Background: an optimization exercise with open tools, aiming at a short achievable clock period and few clock cycles. Do not read the settings as production practice.
Only simulation tests tie the RTL to the original design; equivalence was not proved.
No activity file was given, so power comes from the tool's default toggle rates.

==> run E: inputs <==
==> flow/design.v (excerpt) <==
module oac_core (
    input  wire        clk,
    input  wire        rst,           
    output wire        mem_req,
    output wire        mem_we,
    output wire [6:0]  mem_addr,
    output wire [31:0] mem_wdata,
    input  wire        mem_ack,
    input  wire [31:0] mem_rdata,
    output wire        halted,
    output wire        faulted,
    output reg  [1:0]  fault_kind,
    output reg  [31:0] fault_value,
    output wire [31:0] pc_out,
    output wire [31:0] x0_out,
    output wire [31:0] x1_out,
    output wire [31:0] x2_out,
    output wire [31:0] x3_out,
    output wire [1:0]  flags_out,
    output wire [31:0] stk_top_out
);
    localparam [31:0] MEM_SIZE       = 32'd128;
    localparam [31:0] STACK_TOP_INIT = 32'd112;
    localparam [31:0] STACK_BOTTOM   = 32'd96;
    localparam [31:0] ENTRY          = 32'd0;
    localparam [4:0] OP_ADD = 5'd0,  OP_SUB = 5'd1,  OP_JMP = 5'd2,  OP_JZ = 5'd3,
                     OP_JN = 5'd4,   OP_READ = 5'd5, OP_STORE = 5'd6, OP_LDI = 5'd7,
                     OP_INC = 5'd8,  OP_MOVRR = 5'd9, OP_CALL = 5'd10, OP_RET = 5'd11,
                     OP_ADDRR = 5'd12, OP_SUBRR = 5'd13, OP_JNZ = 5'd14, OP_INCMEM = 5'd15,
                     OP_ADDRM = 5'd16, OP_SUBRM = 5'd17, OP_CMP = 5'd18, OP_JE = 5'd19,
                     OP_JNE = 5'd20;
    localparam [1:0] F_OOB = 2'd0, F_BADREG = 2'd1, F_OVERFLOW = 2'd2, F_UNDERFLOW = 2'd3;
    localparam [3:0] S_FETCH  = 4'd0,    
                     S_DECODE = 4'd1,    
                     S_OP1    = 4'd2,    
                     S_OP2    = 4'd3,    
                     S_DATA   = 4'd4,    
  ...
Settings: LEC_CHECK=0, ABC_CLOCK_PERIOD_IN_PS=3000, CAP_MARGIN=20, CORE_MARGIN=2, CORE_UTILIZATION=40, SETUP_SLACK_MARGIN=5, SLEW_MARGIN=20; clock period 10.0 ns.
run.sh (not shown) runs the stock make flow with config.mk's settings and CLKGATE_MAP_FILE= SYNTH_SCRIPT=/design/flow/synth_recipe.tcl, a recipe that flattens the netlist after the stock synthesis.
==> run R (differences from run E) <==
--- a/flow/design.v
+++ b/flow/design.v
@@ -46,71 +46,41 @@
     reg [31:0] x [0:3];
     reg        flag_z, flag_n;
     reg [31:0] stk_top;
     reg [4:0]  ir;              
     reg [31:0] op1, op2;        
     reg [31:0] mdata;           
     reg [31:0] rdata_q;         
     reg        req_we;
-    wire       mem_req_w, mem_we_w;
-    wire [6:0] mem_addr_w;
     reg [6:0]  req_addr;
     reg [31:0] req_wdata;
-    assign mem_req   = mem_req_w;
-    assign mem_we    = mem_we_w;
-    assign mem_addr  = mem_addr_w;
+    assign mem_req   = (state == S_MEM);
+    assign mem_we    = req_we;
+    assign mem_addr  = req_addr;
     assign mem_wdata = req_wdata;
     assign halted      = (state == S_HALT);
     assign faulted     = (state == S_FAULT);
     assign pc_out      = pc;
     assign x0_out      = x[0];
     assign x1_out      = x[1];
     assign x2_out      = x[2];
     assign x3_out      = x[3];
     assign flags_out   = {flag_n, flag_z};
     assign stk_top_out = stk_top;
     wire [31:0] pc_p1 = pc + 32'd1;
     wire [31:0] pc_p2 = pc + 32'd2;
     wire [31:0] pc_p3 = pc + 32'd3;
     wire        pc_ok    = (pc < MEM_SIZE);
     wire        pc_p1_ok = (pc_p1 < MEM_SIZE);
     wire        pc_p2_ok = (pc_p2 < MEM_SIZE);
-    wire [31:0] rd  = (state == S_MEMW) ? mem_rdata : rdata_q;
-    wire [3:0]  cur = (state == S_MEMW && mem_ack && !spec_dead) ? ret_state : state;
-    wire        rd_addr_ok = (rd < MEM_SIZE);
-    wire        rd_reg_ok  = (rd < 32'd4);
+    wire        rd_addr_ok = (rdata_q < MEM_SIZE);
+    wire        rd_reg_ok  = (rdata_q < 32'd4);
     wire is_rr = (ir == OP_MOVRR) || (ir == OP_ADDRR) || (ir == OP_SUBRR) || (ir == OP_CMP);
     wire is_rm = (ir == OP_ADDRM) || (ir == OP_SUBRM);
-    reg         outst, spec_dead;
-    wire        spec1 = (state == S_MEMW) && (ret_state == S_DECODE) && pc_p1_ok;
-    wire        spec2 = (state == S_MEMW) && (ret_state == S_OP1) && (is_rr || is_rm) && pc_p2_ok;
-    reg [31:0] ex_npc;
-    always @(*) begin
-        case (ir)
-            OP_INC:                     ex_npc = pc_p1;
-            OP_JMP, OP_CALL:            ex_npc = op1;
-            OP_JZ, OP_JE:               ex_npc = flag_z ? op1 : pc_p2;
-            OP_JNZ, OP_JNE:             ex_npc = flag_z ? pc_p2 : op1;
-            OP_JN:                      ex_npc = flag_n ? op1 : pc_p2;
-            OP_MOVRR, OP_ADDRR, OP_SUBRR, OP_CMP, OP_ADDRM, OP_SUBRM:
-                                        ex_npc = pc_p3;
-            OP_RET:                     ex_npc = rd;
-            default:                    ex_npc = pc_p2;
-        endcase
-    end
-    wire        exf   = (state == S_EXEC) && (ex_npc < MEM_SIZE);
-    wire        is_ld1 = (ir == OP_ADD) || (ir == OP_SUB) || (ir == OP_READ) || (ir == OP_INCMEM);
-    wire        spec3 = (state == S_MEMW) && (((ret_state == S_OP1) && is_ld1) ||
-                                              ((ret_state == S_OP2) && is_rm));
-    assign mem_req_w = (state == S_MEM) || spec1 || spec2 || spec3 || exf;
-    assign mem_we_w  = (spec1 || spec2 || spec3 || exf) ? 1'b0 : req_we;
-    assign mem_addr_w = spec1 ? pc_p1[6:0] : (spec2 ? pc_p2[6:0] :
-                        (spec3 ? mem_rdata[6:0] : (exf ? ex_npc[6:0] : req_addr)));
-    wire        issue = mem_req && (!outst || mem_ack);
     wire [31:0] xa = x[op1[1:0]];
     wire [31:0] xb = x[op2[1:0]];
     reg  [31:0] alu_a, alu_b;
     reg         alu_sub;
     always @(*) begin
         alu_a   = x[0];
         alu_b   = mdata;
         alu_sub = 1'b0;
@@ -138,107 +108,102 @@
             flag_z      <= 1'b0;
             flag_n      <= 1'b0;
             stk_top     <= STACK_TOP_INIT;
             ir          <= 5'd0;
             op1         <= 32'd0;
             op2         <= 32'd0;
             mdata       <= 32'd0;
             rdata_q     <= 32'd0;
-            outst       <= 1'b0;
-            spec_dead   <= 1'b0;
             req_we      <= 1'b0;
             req_addr    <= 7'd0;
             req_wdata   <= 32'd0;
             fault_kind  <= 2'd0;
             fault_value <= 32'd0;
         end else begin
-            if (state == S_MEMW && mem_ack && !spec_dead) rdata_q <= mem_rdata;
-            if (issue) outst <= 1'b1;
-            else if (mem_ack) outst <= 1'b0;
-            if (mem_ack && spec_dead) spec_dead <= 1'b0;
-            case (cur)
+            case (state)
                 S_FETCH: begin
                     if (!pc_ok) begin
                         state       <= S_FAULT;
                         fault_kind  <= F_OOB;
                         fault_value <= pc;
                     end else begin
                         req_we    <= 1'b0;
                         req_addr  <= pc[6:0];
                         ret_state <= S_DECODE;
                         state     <= S_MEM;
                     end
                 end
                 S_DECODE: begin
-                    ir <= rd[4:0];
-                    if (rd > 32'd20) begin
+                    ir <= rdata_q[4:0];
+                    if (rdata_q > 32'd20) begin
                         state <= S_HALT;
-                        spec_dead <= pc_p1_ok;
-                    end else if (rd[4:0] == OP_INC) begin
+                    end else if (rdata_q[4:0] == OP_INC) begin
                         state <= S_EXEC;
-                        spec_dead <= pc_p1_ok;
-                    end else if (rd[4:0] == OP_RET) begin
-                        spec_dead <= pc_p1_ok;
+                    end else if (rdata_q[4:0] == OP_RET) begin
                         if (stk_top == STACK_TOP_INIT) begin
                             state       <= S_FAULT;
                             fault_kind  <= F_UNDERFLOW;
                             fault_value <= stk_top;
                         end else begin
                             req_we    <= 1'b0;
                             req_addr  <= stk_top[6:0];
                             ret_state <= S_EXEC;
                             state     <= S_MEM;
                         end
                     end else if (!pc_p1_ok) begin
                         state       <= S_FAULT;
                         fault_kind  <= F_OOB;
                         fault_value <= pc_p1;
                     end else begin
+                        req_we    <= 1'b0;
+                        req_addr  <= pc_p1[6:0];
                         ret_state <= S_OP1;
-                        state     <= S_MEMW;
+                        state     <= S_MEM;
                     end
                 end
                 S_OP1: begin
-                    op1 <= rd;
+                    op1 <= rdata_q;
                     if (is_rr || is_rm) begin
                         if (!rd_reg_ok) begin
                             state       <= S_FAULT;
                             fault_kind  <= F_BADREG;
-                            fault_value <= rd;
-                            spec_dead   <= pc_p2_ok;
+                            fault_value <= rdata_q;
                         end else if (!pc_p2_ok) begin
                             state       <= S_FAULT;
                             fault_kind  <= F_OOB;
                             fault_value <= pc_p2;
                         end else begin
+                            req_we    <= 1'b0;
+                            req_addr  <= pc_p2[6:0];
                             ret_state <= S_OP2;
-                            state     <= S_MEMW;
+                            state     <= S_MEM;
                         end
                     end else begin
                         case (ir)
                             OP_ADD, OP_SUB, OP_READ, OP_INCMEM: begin
                                 if (!rd_addr_ok) begin
                                     state       <= S_FAULT;
                                     fault_kind  <= F_OOB;
-                                    fault_value <= rd;
-                                    spec_dead   <= 1'b1;
+                                    fault_value <= rdata_q;
                                 end else begin
+                                    req_we    <= 1'b0;
+                                    req_addr  <= rdata_q[6:0];
                                     ret_state <= S_DATA;
-                                    state     <= S_MEMW;
+                                    state     <= S_MEM;
                                 end
                             end
                             OP_STORE: begin
                                 if (!rd_addr_ok) begin
                                     state       <= S_FAULT;
                                     fault_kind  <= F_OOB;
-                                    fault_value <= rd;
+                                    fault_value <= rdata_q;
                                 end else begin
                                     req_we    <= 1'b1;
-                                    req_addr  <= rd[6:0];
+                                    req_addr  <= rdata_q[6:0];
                                     req_wdata <= x[0];
                                     ret_state <= S_EXEC;
                                     state     <= S_MEM;
                                 end
                             end
                             OP_CALL: begin
                                 if (stk_top == STACK_BOTTOM) begin
                                     state       <= S_FAULT;
@@ -254,59 +219,52 @@
                             end
                             default: begin
                                 state <= S_EXEC;
                             end
                         endcase
                     end
                 end
                 S_OP2: begin
-                    op2 <= rd;
+                    op2 <= rdata_q;
                     if (is_rr) begin
                         if (!rd_reg_ok) begin
                             state       <= S_FAULT;
                             fault_kind  <= F_BADREG;
-                            fault_value <= rd;
+                            fault_value <= rdata_q;
                         end else begin
                             state <= S_EXEC;
                         end
                     end else begin
                         if (!rd_addr_ok) begin
                             state       <= S_FAULT;
                             fault_kind  <= F_OOB;
-                            fault_value <= rd;
-                            spec_dead   <= 1'b1;
+                            fault_value <= rdata_q;
                         end else begin
+                            req_we    <= 1'b0;
+                            req_addr  <= rdata_q[6:0];
                             ret_state <= S_DATA;
-                            state     <= S_MEMW;
+                            state     <= S_MEM;
                         end
                     end
                 end
                 S_DATA: begin
-                    mdata <= rd;
+                    mdata <= rdata_q;
                     if (ir == OP_INCMEM) begin
                         req_we    <= 1'b1;
                         req_addr  <= op1[6:0];
-                        req_wdata <= rd + 32'd1;
+                        req_wdata <= rdata_q + 32'd1;
                         ret_state <= S_EXEC;
                         state     <= S_MEM;
                     end else begin
                         state <= S_EXEC;
                     end
                 end
                 S_EXEC: begin
-                    pc <= ex_npc;
-                    if (ex_npc < MEM_SIZE) begin
-                        req_we    <= 1'b0;
-                        req_addr  <= ex_npc[6:0];
-                        ret_state <= S_DECODE;
-                        state     <= (exf && issue) ? S_MEMW : S_MEM;
-                    end else begin
-                        state     <= S_FETCH;
-                    end
+                    state <= S_FETCH;
                     case (ir)
                         OP_ADD, OP_SUB: begin
                             x[0]   <= alu_r;
                             flag_z <= (alu_r == 32'd0);
                             flag_n <= alu_r[31];
                             pc     <= pc_p2;
                         end
                         OP_INC: begin
@@ -348,25 +306,29 @@
                             pc          <= pc_p3;
                         end
                         OP_CALL: begin
                             stk_top <= stk_top - 32'd1;
                             pc      <= op1;
                         end
                         OP_RET: begin
                             stk_top <= stk_top + 32'd1;
-                            pc      <= rd;
+                            pc      <= rdata_q;
                         end
                         default: ;
                     endcase
                 end
                 S_MEM: begin
-                    if (issue) state <= S_MEMW;
+                    state <= S_MEMW;
                 end
                 S_MEMW: begin
+                    if (mem_ack) begin
+                        rdata_q <= mem_rdata;
+                        state   <= ret_state;
+                    end
                 end
                 S_HALT:  state <= S_HALT;
                 S_FAULT: state <= S_FAULT;
                 default: state <= S_FAULT;
             endcase
         end
     end
 endmodule
==> run K (differences from run E) <==
--- a/flow/design.v
+++ b/flow/design.v
@@ -46,23 +46,21 @@
     reg [31:0] x [0:3];
     reg        flag_z, flag_n;
     reg [31:0] stk_top;
     reg [4:0]  ir;              
     reg [31:0] op1, op2;        
     reg [31:0] mdata;           
     reg [31:0] rdata_q;         
     reg        req_we;
-    wire       mem_req_w, mem_we_w;
-    wire [6:0] mem_addr_w;
     reg [6:0]  req_addr;
     reg [31:0] req_wdata;
-    assign mem_req   = mem_req_w;
-    assign mem_we    = mem_we_w;
-    assign mem_addr  = mem_addr_w;
+    assign mem_req   = (state == S_MEM);
+    assign mem_we    = req_we;
+    assign mem_addr  = req_addr;
     assign mem_wdata = req_wdata;
     assign halted      = (state == S_HALT);
     assign faulted     = (state == S_FAULT);
     assign pc_out      = pc;
     assign x0_out      = x[0];
     assign x1_out      = x[1];
     assign x2_out      = x[2];
     assign x3_out      = x[3];
@@ -70,47 +68,21 @@
     assign stk_top_out = stk_top;
     wire [31:0] pc_p1 = pc + 32'd1;
     wire [31:0] pc_p2 = pc + 32'd2;
     wire [31:0] pc_p3 = pc + 32'd3;
     wire        pc_ok    = (pc < MEM_SIZE);
     wire        pc_p1_ok = (pc_p1 < MEM_SIZE);
     wire        pc_p2_ok = (pc_p2 < MEM_SIZE);
     wire [31:0] rd  = (state == S_MEMW) ? mem_rdata : rdata_q;
-    wire [3:0]  cur = (state == S_MEMW && mem_ack && !spec_dead) ? ret_state : state;
+    wire [3:0]  cur = (state == S_MEMW && mem_ack) ? ret_state : state;
     wire        rd_addr_ok = (rd < MEM_SIZE);
     wire        rd_reg_ok  = (rd < 32'd4);
     wire is_rr = (ir == OP_MOVRR) || (ir == OP_ADDRR) || (ir == OP_SUBRR) || (ir == OP_CMP);
     wire is_rm = (ir == OP_ADDRM) || (ir == OP_SUBRM);
-    reg         outst, spec_dead;
-    wire        spec1 = (state == S_MEMW) && (ret_state == S_DECODE) && pc_p1_ok;
-    wire        spec2 = (state == S_MEMW) && (ret_state == S_OP1) && (is_rr || is_rm) && pc_p2_ok;
-    reg [31:0] ex_npc;
-    always @(*) begin
-        case (ir)
-            OP_INC:                     ex_npc = pc_p1;
-            OP_JMP, OP_CALL:            ex_npc = op1;
-            OP_JZ, OP_JE:               ex_npc = flag_z ? op1 : pc_p2;
-            OP_JNZ, OP_JNE:             ex_npc = flag_z ? pc_p2 : op1;
-            OP_JN:                      ex_npc = flag_n ? op1 : pc_p2;
-            OP_MOVRR, OP_ADDRR, OP_SUBRR, OP_CMP, OP_ADDRM, OP_SUBRM:
-                                        ex_npc = pc_p3;
-            OP_RET:                     ex_npc = rd;
-            default:                    ex_npc = pc_p2;
-        endcase
-    end
-    wire        exf   = (state == S_EXEC) && (ex_npc < MEM_SIZE);
-    wire        is_ld1 = (ir == OP_ADD) || (ir == OP_SUB) || (ir == OP_READ) || (ir == OP_INCMEM);
-    wire        spec3 = (state == S_MEMW) && (((ret_state == S_OP1) && is_ld1) ||
-                                              ((ret_state == S_OP2) && is_rm));
-    assign mem_req_w = (state == S_MEM) || spec1 || spec2 || spec3 || exf;
-    assign mem_we_w  = (spec1 || spec2 || spec3 || exf) ? 1'b0 : req_we;
-    assign mem_addr_w = spec1 ? pc_p1[6:0] : (spec2 ? pc_p2[6:0] :
-                        (spec3 ? mem_rdata[6:0] : (exf ? ex_npc[6:0] : req_addr)));
-    wire        issue = mem_req && (!outst || mem_ack);
     wire [31:0] xa = x[op1[1:0]];
     wire [31:0] xb = x[op2[1:0]];
     reg  [31:0] alu_a, alu_b;
     reg         alu_sub;
     always @(*) begin
         alu_a   = x[0];
         alu_b   = mdata;
         alu_sub = 1'b0;
@@ -123,43 +95,52 @@
             OP_CMP:    begin alu_a = xa;   alu_b = xb;    alu_sub = 1'b1; end
             OP_ADDRM:  begin alu_a = xa;   alu_b = mdata; alu_sub = 1'b0; end
             OP_SUBRM:  begin alu_a = xa;   alu_b = mdata; alu_sub = 1'b1; end
             default:   begin alu_a = x[0]; alu_b = mdata; alu_sub = 1'b0; end
         endcase
     end
     wire [31:0] alu_r = alu_sub ? (alu_a - alu_b) : (alu_a + alu_b);
     integer i;
+    reg [31:0] ex_npc;
+    always @(*) begin
+        case (ir)
+            OP_INC:                     ex_npc = pc_p1;
+            OP_JMP, OP_CALL:            ex_npc = op1;
+            OP_JZ, OP_JE:               ex_npc = flag_z ? op1 : pc_p2;
+            OP_JNZ, OP_JNE:             ex_npc = flag_z ? pc_p2 : op1;
+            OP_JN:                      ex_npc = flag_n ? op1 : pc_p2;
+            OP_MOVRR, OP_ADDRR, OP_SUBRR, OP_CMP, OP_ADDRM, OP_SUBRM:
+                                        ex_npc = pc_p3;
+            OP_RET:                     ex_npc = rd;
+            default:                    ex_npc = pc_p2;
+        endcase
+    end
     always @(posedge clk) begin
         if (rst) begin
             state       <= S_FETCH;
             ret_state   <= S_FETCH;
             pc          <= ENTRY;
             for (i = 0; i < 4; i = i + 1)
                 x[i] <= 32'd0;
             flag_z      <= 1'b0;
             flag_n      <= 1'b0;
             stk_top     <= STACK_TOP_INIT;
             ir          <= 5'd0;
             op1         <= 32'd0;
             op2         <= 32'd0;
             mdata       <= 32'd0;
             rdata_q     <= 32'd0;
-            outst       <= 1'b0;
-            spec_dead   <= 1'b0;
             req_we      <= 1'b0;
             req_addr    <= 7'd0;
             req_wdata   <= 32'd0;
             fault_kind  <= 2'd0;
             fault_value <= 32'd0;
         end else begin
-            if (state == S_MEMW && mem_ack && !spec_dead) rdata_q <= mem_rdata;
-            if (issue) outst <= 1'b1;
-            else if (mem_ack) outst <= 1'b0;
-            if (mem_ack && spec_dead) spec_dead <= 1'b0;
+            if (state == S_MEMW && mem_ack) rdata_q <= mem_rdata;
             case (cur)
                 S_FETCH: begin
                     if (!pc_ok) begin
                         state       <= S_FAULT;
                         fault_kind  <= F_OOB;
                         fault_value <= pc;
                     end else begin
                         req_we    <= 1'b0;
@@ -167,68 +148,69 @@
                         ret_state <= S_DECODE;
                         state     <= S_MEM;
                     end
                 end
                 S_DECODE: begin
                     ir <= rd[4:0];
                     if (rd > 32'd20) begin
                         state <= S_HALT;
-                        spec_dead <= pc_p1_ok;
                     end else if (rd[4:0] == OP_INC) begin
                         state <= S_EXEC;
-                        spec_dead <= pc_p1_ok;
                     end else if (rd[4:0] == OP_RET) begin
-                        spec_dead <= pc_p1_ok;
                         if (stk_top == STACK_TOP_INIT) begin
                             state       <= S_FAULT;
                             fault_kind  <= F_UNDERFLOW;
                             fault_value <= stk_top;
                         end else begin
                             req_we    <= 1'b0;
                             req_addr  <= stk_top[6:0];
                             ret_state <= S_EXEC;
                             state     <= S_MEM;
                         end
                     end else if (!pc_p1_ok) begin
                         state       <= S_FAULT;
                         fault_kind  <= F_OOB;
                         fault_value <= pc_p1;
                     end else begin
+                        req_we    <= 1'b0;
+                        req_addr  <= pc_p1[6:0];
                         ret_state <= S_OP1;
-                        state     <= S_MEMW;
+                        state     <= S_MEM;
                     end
                 end
                 S_OP1: begin
                     op1 <= rd;
                     if (is_rr || is_rm) begin
                         if (!rd_reg_ok) begin
                             state       <= S_FAULT;
                             fault_kind  <= F_BADREG;
                             fault_value <= rd;
-                            spec_dead   <= pc_p2_ok;
                         end else if (!pc_p2_ok) begin
                             state       <= S_FAULT;
                             fault_kind  <= F_OOB;
                             fault_value <= pc_p2;
                         end else begin
+                            req_we    <= 1'b0;
+                            req_addr  <= pc_p2[6:0];
                             ret_state <= S_OP2;
-                            state     <= S_MEMW;
+                            state     <= S_MEM;
                         end
                     end else begin
                         case (ir)
                             OP_ADD, OP_SUB, OP_READ, OP_INCMEM: begin
                                 if (!rd_addr_ok) begin
                                     state       <= S_FAULT;
                                     fault_kind  <= F_OOB;
                                     fault_value <= rd;
-                                    spec_dead   <= 1'b1;
                                 end else begin
+                                    req_we    <= 1'b0;
+                                    req_addr  <= rd[6:0];
                                     ret_state <= S_DATA;
-                                    state     <= S_MEMW;
+                                    state     <= S_MEM;
                                 end
                             end
                             OP_STORE: begin
                                 if (!rd_addr_ok) begin
                                     state       <= S_FAULT;
                                     fault_kind  <= F_OOB;
                                     fault_value <= rd;
                                 end else begin
@@ -268,20 +250,21 @@
                         end else begin
                             state <= S_EXEC;
                         end
                     end else begin
                         if (!rd_addr_ok) begin
                             state       <= S_FAULT;
                             fault_kind  <= F_OOB;
                             fault_value <= rd;
-                            spec_dead   <= 1'b1;
                         end else begin
+                            req_we    <= 1'b0;
+                            req_addr  <= rd[6:0];
                             ret_state <= S_DATA;
-                            state     <= S_MEMW;
+                            state     <= S_MEM;
                         end
                     end
                 end
                 S_DATA: begin
                     mdata <= rd;
                     if (ir == OP_INCMEM) begin
                         req_we    <= 1'b1;
                         req_addr  <= op1[6:0];
@@ -293,17 +276,17 @@
                     end
                 end
                 S_EXEC: begin
                     pc <= ex_npc;
                     if (ex_npc < MEM_SIZE) begin
                         req_we    <= 1'b0;
                         req_addr  <= ex_npc[6:0];
                         ret_state <= S_DECODE;
-                        state     <= (exf && issue) ? S_MEMW : S_MEM;
+                        state     <= S_MEM;
                     end else begin
                         state     <= S_FETCH;
                     end
                     case (ir)
                         OP_ADD, OP_SUB: begin
                             x[0]   <= alu_r;
                             flag_z <= (alu_r == 32'd0);
                             flag_n <= alu_r[31];
@@ -354,17 +337,17 @@
                         OP_RET: begin
                             stk_top <= stk_top + 32'd1;
                             pc      <= rd;
                         end
                         default: ;
                     endcase
                 end
                 S_MEM: begin
-                    if (issue) state <= S_MEMW;
+                    state <= S_MEMW;
                 end
                 S_MEMW: begin
                 end
                 S_HALT:  state <= S_HALT;
                 S_FAULT: state <= S_FAULT;
                 default: state <= S_FAULT;
             endcase
         end
==> notes.md <==
status=finished clean; clock network power=~1.9 mW; Detailed Place HPWL=around 100000 µm; Chip Height=274 µm; M1 WL=about 60000 µm; part of the Yosys area used for sequential elements=a little under a third; VDD IR-drop max=around 0.27 mV
# the run above: run K

==> notes.md <==
Chip Height=278 µm; VDD IR-drop max=approximately 0.28 mV; status=finished clean; M1 WL=between 60000 and 70000 µm; clock network power=around 1.7 mW
# the run above: run E

==> notes.md <==
status=finished clean; M1 WL=55900 µm; Detailed Place HPWL=97100 µm; VDD IR-drop max=~0.19 mV
# the run above: run R

Testbench counts of run E, summed over its fixed seeds: cycles 38,343.
Testbench counts of run R, summed over its fixed seeds: cycles 95,194.
Testbench counts of run K, summed over its fixed seeds: cycles 59,433.

[port drivers added, routing unchanged]
Ports are ideal in the flow. The routed layouts listed here were re-timed in OpenROAD. Step 1 sets driving cells, clkbuf_16 on the clock port and buf_2 on the other inputs (assumed; they add their load-dependent delay and slew). Step 2 times the ports against the registers' clock, not the clock port: input delays grow and output delays shrink by t, the midpoint of the rising clock arrivals with the driver on. Three values: ideal ports, drivers, drivers and shift; two values: the first two.
run	shift t [ns]	setup slack, ns	latest minus earliest clock arrival (ns)	worst register clock-pin slew, ns
run E	0.675	3.256 / 3.188 / 3.225	0.026 / 0.025	0.07 / 0.07
run R	0.679	4.527 / 4.527 / 4.469	0.023 / 0.023	0.07 / 0.07
run K	0.669	4.533 / 4.533 / 4.266	0.024 / 0.023	0.06 / 0.06
After both steps every run listed still meets setup and hold. For run K, which loses most, drivers alone change the setup slack by 0.000 ns; drivers and shift together by -0.267 ns.
